This design comes from an exercise in tuning for small area and a short achievable clock period on the open sky130 flow, not from production work.
Function was checked by simulation only, so behaviour that the tests miss may differ from the original.
Power figures rest on the tool's default switching activity, not on a simulated workload.

==> nickel: inputs <==
// usim_dispatch
module usim_dispatch (
    input  wire         clk,
    input  wire         rst_n,
    input  wire         cfg_we,
    input  wire [2:0]   cfg_idx,
    input  wire [16:0]  cfg_base,
    input  wire [16:0]  cfg_size,
    input  wire [3:0]   cfg_count,
    input  wire         build_start,
    output reg  [1:0]   phase,
    output reg  [1:0]   fault_code,
    output reg  [2:0]   fault_i,
    output reg  [2:0]   fault_j,
    input  wire         c_req,
    input  wire         c_we,
    input  wire [15:0]  c_addr,
    input  wire [7:0]   c_wdata,
    output reg          c_ack,
    output reg  [7:0]   c_rdata,
    output reg          m_req,
    output wire         m_we,
    output wire [15:0]  m_addr,
    output wire [7:0]   m_wdata,
    input  wire         m_ack,
    input  wire [7:0]   m_rdata,
    output reg  [7:0]   d_req,
    output wire         d_we,
    output reg  [127:0] d_off,
    output wire [7:0]   d_wdata,
    input  wire [7:0]   d_ack,
    input  wire [63:0]  d_rdata
);
    localparam NB = 8;
    localparam PH_EMPTY    = 2'd0;
    localparam PH_BUILDING = 2'd1;
    localparam PH_RUNNING  = 2'd2;
    localparam PH_DEFECT   = 2'd3;
    localparam F_RANGE   = 2'd1;
    localparam F_OVERLAP = 2'd2;
    localparam F_ZERO    = 2'd3;
    reg [16*NB-1:0] nbase_f;       
    reg [16*NB-1:0] last_f;        
    reg [3:0]  n_r;
    reg [3:0]  c;           
    reg        bvalid;      
    reg        qsel;        
    integer i;
    wire idle    = phase[0] == phase[1];       
    wire bld     = phase == PH_BUILDING;
    wire running = phase == PH_RUNNING;
    wire [17:0] w_s    = {1'b1, ~(cfg_base ^ cfg_size)};
    wire [17:0] w_c    = {cfg_base | cfg_size, 1'b0};
    wire [17:0] w_last = w_s + w_c;
    wire        w_zero = cfg_size == 17'd0;
    wire        w_rng  = cfg_base[16] | w_last[17] | w_last[16];
    wire        w_bad  = w_zero | w_rng;
    wire [15:0] w_nb   = {~cfg_base[15:1] & {15{~w_bad}}, ~w_zero & (w_rng | ~cfg_base[0])};
    wire [15:0] w_l    = w_last[15:0] & {16{~w_bad}};
    always @(posedge clk)
        for (i = 0; i < NB; i = i + 1)
            if (rst_n && idle && cfg_we && cfg_idx == i) begin
                nbase_f[16*i +: 16] <= w_nb;
                last_f[16*i +: 16]  <= w_l;
            end
  ...
==> module usim_dispatch, before the edit <==
module usim_dispatch (
    input  wire         clk,
    input  wire         rst_n,
    input  wire         cfg_we,
    input  wire [2:0]   cfg_idx,
    input  wire [16:0]  cfg_base,
    input  wire [16:0]  cfg_size,
    input  wire [3:0]   cfg_count,
    input  wire         build_start,
    output reg  [1:0]   phase,
    output reg  [1:0]   fault_code,
    output reg  [2:0]   fault_i,
    output reg  [2:0]   fault_j,
    input  wire         c_req,
    input  wire         c_we,
    input  wire [15:0]  c_addr,
    input  wire [7:0]   c_wdata,
    output reg          c_ack,
    output reg  [7:0]   c_rdata,
    output reg          m_req,
    output wire         m_we,
    output wire [15:0]  m_addr,
    output wire [7:0]   m_wdata,
    input  wire         m_ack,
    input  wire [7:0]   m_rdata,
    output reg  [7:0]   d_req,
    output wire         d_we,
    output reg  [127:0] d_off,
    output wire [7:0]   d_wdata,
    input  wire [7:0]   d_ack,
    input  wire [63:0]  d_rdata
);
    localparam NB = 8;
    localparam PH_EMPTY    = 2'd0;
    localparam PH_BUILDING = 2'd1;
    localparam PH_RUNNING  = 2'd2;
    localparam PH_DEFECT   = 2'd3;
    localparam F_RANGE   = 2'd1;
    localparam F_OVERLAP = 2'd2;
    localparam F_ZERO    = 2'd3;
    reg [16*NB-1:0] nbase_f;       
    reg [16*NB-1:0] last_f;        
    reg [3:0]  n_r;
    reg [3:0]  c;           
    reg        bvalid;      
    reg        qsel;        
    integer i;
    wire idle    = phase[0] == phase[1];       
    wire bld     = phase == PH_BUILDING;
    wire running = phase == PH_RUNNING;
    wire [17:0] w_s    = {1'b1, ~(cfg_base ^ cfg_size)};
    wire [17:0] w_c    = {cfg_base | cfg_size, 1'b0};
    wire [17:0] w_last = w_s + w_c;
    wire        w_zero = cfg_size == 17'd0;
    wire        w_rng  = cfg_base[16] | w_last[17] | w_last[16];
    wire        w_bad  = w_zero | w_rng;
    wire [15:0] w_nb   = {~cfg_base[15:1] & {15{~w_bad}}, ~w_zero & (w_rng | ~cfg_base[0])};
    wire [15:0] w_l    = w_last[15:0] & {16{~w_bad}};
    always @(posedge clk)
        for (i = 0; i < NB; i = i + 1)
            if (rst_n && idle && cfg_we && cfg_idx == i) begin
                nbase_f[16*i +: 16] <= w_nb;
                last_f[16*i +: 16]  <= w_l;
            end
    function automatic [1:0] cout16(input [15:0] a, input [15:0] b);
        reg [15:0] g, p;
        integer s, k;
        begin
            g = a & b;
            p = a | b;
            for (s = 1; s < 16; s = s * 2)
                for (k = 0; k + s < 16; k = k + 2 * s) begin
                    g[k] = g[k + s] | (p[k + s] & g[k]);
                    p[k] = p[k + s] & p[k];
                end
            cout16 = {g[0], g[0] | p[0]};
        end
    endfunction
    reg  [3:0]  c_nxt;
    reg  [15:0] qx_nxt, qx;
    always @* begin
        qx_nxt = 16'd0;
        for (i = 0; i < NB; i = i + 1)
            if (c_nxt[2:0] == i)
                qx_nxt = ~nbase_f[16*i +: 16];
    end
    always @(posedge clk)
        qx <= qx_nxt;
    wire [15:0] x  = qsel ? qx : c_addr;
    reg [NB-1:0] ge, gt, le, en, hq;
    reg [1:0]    r;
    always @* begin
        for (i = 0; i < NB; i = i + 1) begin
            r      = cout16(x, nbase_f[16*i +: 16]);
            gt[i]  = r[1];
            ge[i]  = r[0];
            r      = cout16(last_f[16*i +: 16], ~x);
            le[i]  = r[0];
            en[i]  = n_r[3] | (i < n_r[2:0]);
            hq[i]  = ge[i] & le[i];
            d_off[i*16 +: 16] = x - ~nbase_f[16*i +: 16];
        end
    end
    always @* begin
        c_nxt = c;
        if (idle)
            c_nxt = 4'd0;
        else if (bld && c != n_r)
            c_nxt = c + 4'd1;        
    end
    reg [NB-1:0] below;
    always @*
        for (i = 0; i < NB; i = i + 1)
            below[i] = hq[i] & en[i] & (gt[i] | (i < c));
    wire       c_bad   = ~hq[c[2:0]];
    wire       c_cand  = |below;
    wire [2:0] c_a     = {|below[7:4], |{below[7:6], below[3:2]},
                          |{below[7], below[5], below[3], below[1]}};
    always @(posedge clk)
        c <= c_nxt;
    always @(posedge clk) begin
        if (!rst_n) begin
            phase <= PH_EMPTY;
            qsel  <= 1'b0;
        end else if (idle) begin
            if (build_start) begin
                qsel   <= 1'b1;
                n_r    <= cfg_count;
                bvalid <= 1'b0;
                phase  <= PH_BUILDING;
            end
        end else if (bld) begin
            if (c == n_r) begin
                qsel <= 1'b0;
                if (bvalid) begin
                    phase      <= PH_DEFECT;
                    fault_code <= F_OVERLAP;
                end else begin
                    phase      <= PH_RUNNING;
                end
            end else if (c_bad) begin
                qsel       <= 1'b0;
                phase      <= PH_DEFECT;
                fault_code <= qx[0] ? F_ZERO : F_RANGE;
                fault_i    <= c[2:0];
            end else begin
                if (c_cand && !(bvalid && ge[fault_j])) begin
                    bvalid  <= 1'b1;
                    fault_j <= c[2:0];
                    fault_i <= c_a;
                end
            end
        end
    end
    wire [NB-1:0] hit   = hq & en;
    wire          found = |hit;
    wire          go    = running & c_req;
    always @* begin
        d_req   = hit & {NB{go}};
        m_req   = go & ~found;
        c_ack   = go & (|(hit & d_ack) | (~found & m_ack));
        c_rdata = m_rdata & {8{~found}};
        for (i = 0; i < NB; i = i + 1)
            c_rdata = c_rdata | (d_rdata[i*8 +: 8] & {8{hit[i]}});
    end
    assign m_we    = c_we;
    assign m_addr  = c_addr;
    assign m_wdata = c_wdata;
    assign d_we    = c_we;
    assign d_wdata = c_wdata;
endmodule
export LEC_CHECK = 0
export CAP_MARGIN = 20
export CORE_MARGIN = 2
export CORE_UTILIZATION = 60
export CTS_BUF_LIST = sky130_fd_sc_hd__clkbuf_4 sky130_fd_sc_hd__clkbuf_8
export SETUP_SLACK_MARGIN = 4
export SLEW_MARGIN = 20
create_clock -name core_clock -period 12.0 [get_ports {clk}]
standard.sh (not shown) runs the stock make flow with config.mk's settings and CLKGATE_MAP_FILE= SYNTH_SCRIPT=/design/flow/synth_recipe.tcl, a recipe that flattens the netlist after the stock synthesis.
==> flow/flow/run.sh <==
#!/bin/bash
# Layout: the standard flow (standard.sh), with
#  - ABC mapping with flow/abc_map.script (area-oriented, timing left to the repair steps) instead of ORFS's,
#  - ABC left to map the adders itself (no half/full-adder cells),
#  - small fast port buffers (buf_1) instead of clkdlybuf4s50_1.
# Everything else, the registers included, is the standard synthesis and flow.
set -euo pipefail
export MY_ABC_SCRIPT="$PWD/flow/abc_map.script"
bash standard.sh \
    "SYNTH_SCRIPT=$PWD/flow/synth.tcl" \
    "BUFFER_PORTS_ARGS=-buffer_cell sky130_fd_sc_hd__buf_1" \
    ADDER_MAP_FILE= \
    finish > standard_flow.log 2>&1
==> flow/flow/abc_map.script <==
strash
&get -n
&st
&dch
&nf
&st
&syn2
&if -g -K 6
&synch2
&nf
&put
strash
dc2
map -a
topo
stime -p
==> flow/flow/synth.tcl <==
# The standard flow's synthesis script (synth_recipe.tcl), with ORFS's ABC script replaced
# by flow/abc_map.script (area-oriented mapping).
proc synth {args} { yosys synth -nofsm -noshare {*}$args }
proc fix_abc_script {n1 n2 op} { set ::abc_script $::env(MY_ABC_SCRIPT) }
trace add variable ::abc_script write fix_abc_script
source $::env(SCRIPTS_DIR)/synth.tcl
# left out here: clear keep_hierarchy, flatten, clean up, hide names made inside functions, write 1_2_yosys.v
==> inputs of indigo, as changes to nickel <==
==> flow/design.v (replaced) <==
module usim_dispatch (
    input  wire         clk,
    input  wire         rst_n,
    input  wire         cfg_we,
    input  wire [2:0]   cfg_idx,
    input  wire [16:0]  cfg_base,
    input  wire [16:0]  cfg_size,
    input  wire [3:0]   cfg_count,
    input  wire         build_start,
    output reg  [1:0]   phase,
    output reg  [1:0]   fault_code,
    output reg  [2:0]   fault_i,
    output reg  [2:0]   fault_j,
    input  wire         c_req,
    input  wire         c_we,
    input  wire [15:0]  c_addr,
    input  wire [7:0]   c_wdata,
    output reg          c_ack,
    output reg  [7:0]   c_rdata,
    output reg          m_req,
    output wire         m_we,
    output wire [15:0]  m_addr,
    output wire [7:0]   m_wdata,
    input  wire         m_ack,
    input  wire [7:0]   m_rdata,
    output reg  [7:0]   d_req,
    output wire         d_we,
    output reg  [127:0] d_off,
    output wire [7:0]   d_wdata,
    input  wire [7:0]   d_ack,
    input  wire [63:0]  d_rdata
);
    localparam NB = 8;
    localparam PH_EMPTY    = 2'd0;
    localparam PH_BUILDING = 2'd1;
    localparam PH_RUNNING  = 2'd2;
    localparam PH_DEFECT   = 2'd3;
    localparam F_RANGE   = 2'd1;
    localparam F_OVERLAP = 2'd2;
    localparam F_ZERO    = 2'd3;
    reg [15:0] base_r [0:NB-1];
    reg [15:0] last_r [0:NB-1];
    reg [3:0]  n_r;
    reg [3:0]  c;           
    reg        bvalid;      
    reg [2:0]  bb;          
    reg [2:0]  ba;          
    integer i;
    wire idle    = phase[0] == phase[1];       
    wire bld     = phase == PH_BUILDING;
    wire running = phase == PH_RUNNING;
    wire [17:0] w_last = {1'b0, cfg_base} + {1'b0, cfg_size} + 18'h3FFFF;
    wire        w_zero = cfg_size == 17'd0;
    wire        w_rng  = cfg_base[16] | w_last[17] | w_last[16];
    wire        w_bad  = w_zero | w_rng;
    wire [15:0] w_b    = {cfg_base[15:1] | {15{w_bad}}, w_zero | (~w_rng & cfg_base[0])};
    wire [15:0] w_l    = w_last[15:0] & {16{~w_bad}};
    always @(posedge clk) begin
        if (rst_n && idle && cfg_we) begin
            base_r[cfg_idx] <= w_b;
            last_r[cfg_idx] <= w_l;
        end
    end
    wire [15:0] qx = base_r[c[2:0]];
    wire [15:0] x  = bld ? qx : c_addr;
    reg [16:0]   off [0:NB-1];
    reg [NB-1:0] ge, le, eq, en, hq;
    always @* begin
        for (i = 0; i < NB; i = i + 1) begin
            off[i] = {1'b0, x} - {1'b0, base_r[i]};
            ge[i]  = ~off[i][16];
            le[i]  = x <= last_r[i];
            eq[i]  = x == base_r[i];
            en[i]  = i < n_r;
            hq[i]  = ge[i] & le[i];
            d_off[i*16 +: 16] = off[i][15:0];
        end
    end
    reg [NB-1:0] below;
    always @*
        for (i = 0; i < NB; i = i + 1)
            below[i] = hq[i] & en[i] & (~eq[i] | (i < c));
    wire       c_bad   = ~hq[c[2:0]];
    wire       c_cand  = |below;
    wire [2:0] c_a     = {|below[7:4], |{below[7:6], below[3:2]},
                          |{below[7], below[5], below[3], below[1]}};
    always @(posedge clk) begin
        if (!rst_n) begin
            phase <= PH_EMPTY;
        end else if (idle) begin
            if (build_start) begin
                n_r    <= cfg_count;
                c      <= 4'd0;
                bvalid <= 1'b0;
                phase  <= PH_BUILDING;
            end
        end else if (bld) begin
            if (c == n_r) begin
                if (bvalid) begin
                    phase      <= PH_DEFECT;
                    fault_code <= F_OVERLAP;
                    fault_i    <= ba;
                    fault_j    <= bb;
                end else begin
                    phase      <= PH_RUNNING;
                end
            end else if (c_bad) begin
                phase      <= PH_DEFECT;
                fault_code <= qx[0] ? F_ZERO : F_RANGE;
                fault_i    <= c[2:0];
            end else begin
                c <= c + 4'd1;
                if (c_cand && !(bvalid && ge[bb])) begin
                    bvalid <= 1'b1;
                    bb     <= c[2:0];
                    ba     <= c_a;
                end
            end
        end
    end
    wire [NB-1:0] hit   = hq & en;
    wire          found = |hit;
    wire          go    = running & c_req;
    always @* begin
        d_req   = hit & {NB{go}};
        m_req   = go & ~found;
        c_ack   = go & (|(hit & d_ack) | (~found & m_ack));
        c_rdata = m_rdata & {8{~found}};
        for (i = 0; i < NB; i = i + 1)
            c_rdata = c_rdata | (d_rdata[i*8 +: 8] & {8{hit[i]}});
    end
    assign m_we    = c_we;
    assign m_addr  = c_addr;
    assign m_wdata = c_wdata;
    assign d_we    = c_we;
    assign d_wdata = c_wdata;
endmodule
==> flow/run.sh (new file) <==
#!/bin/bash
# synth_recipe.tcl (not shown) runs the flow's synth.tcl, then flattens the netlist and writes it again
# the make line also repeats each setting of config.mk as NAME=value (left out here)
make -C /OpenROAD-flow-scripts/flow DESIGN_CONFIG=/design/flow/config.mk WORK_HOME=/design/flow/orfs CLKGATE_MAP_FILE= SYNTH_SCRIPT=/design/flow/synth_recipe.tcl finish
--- a/flow/config.mk
+++ b/flow/config.mk
@@ -7,7 +7,5 @@
 export LEC_CHECK = 0
 export CAP_MARGIN = 20
 export CORE_MARGIN = 2
-export CORE_UTILIZATION = 60
-export CTS_BUF_LIST = sky130_fd_sc_hd__clkbuf_4 sky130_fd_sc_hd__clkbuf_8
-export SETUP_SLACK_MARGIN = 4
+export CORE_UTILIZATION = 40
 export SLEW_MARGIN = 20
removed: flow/flow/run.sh
removed: flow/flow/abc_map.script
removed: flow/flow/synth.tcl
removed: flow/standard.sh
==> summary of the runs <==
In nickel the sequential cell count is higher than in indigo, by 8.
In sequential power, indigo and nickel hardly differ.
Of nickel and indigo, indigo has the higher combinational power (gap 68%, measured against indigo).
Against indigo, the fmax of nickel is higher by 22%.

what the ideal ports hide:
Ports are ideal in the flow. The routed layouts listed here were re-timed in OpenROAD. Step 1, drivers: a clkbuf_16 drives clk and a buf_2 each remaining input, both assumed. Step 2 times the ports against the registers' clock, not the clock port: input delays grow and output delays shrink by t, the midpoint of the rising clock arrivals with the driver on. Slacks: ideal / step 1 / step 2; pairs: ideal / step 1.
| run | shift t [ns] | setup WS [ns] | worst hold slack (ns) | clock arrival spread, ns | pins driven straight from the clock port |
|---|---|---|---|---|---|
| nickel | 0.633 | 3.652 / 3.612 / 3.612 | 0.511 / 0.511 / 0.511 | 0.054 / 0.054 | 1 |
| indigo | 0.611 | 1.853 / 1.829 / 1.829 | 0.505 / 0.505 / 0.505 | 0.014 / 0.014 | 1 |
After both steps every run listed still meets setup and hold. The setup slack of nickel, which loses most, moves by -0.040 ns with the drivers and by -0.040 ns with both steps.
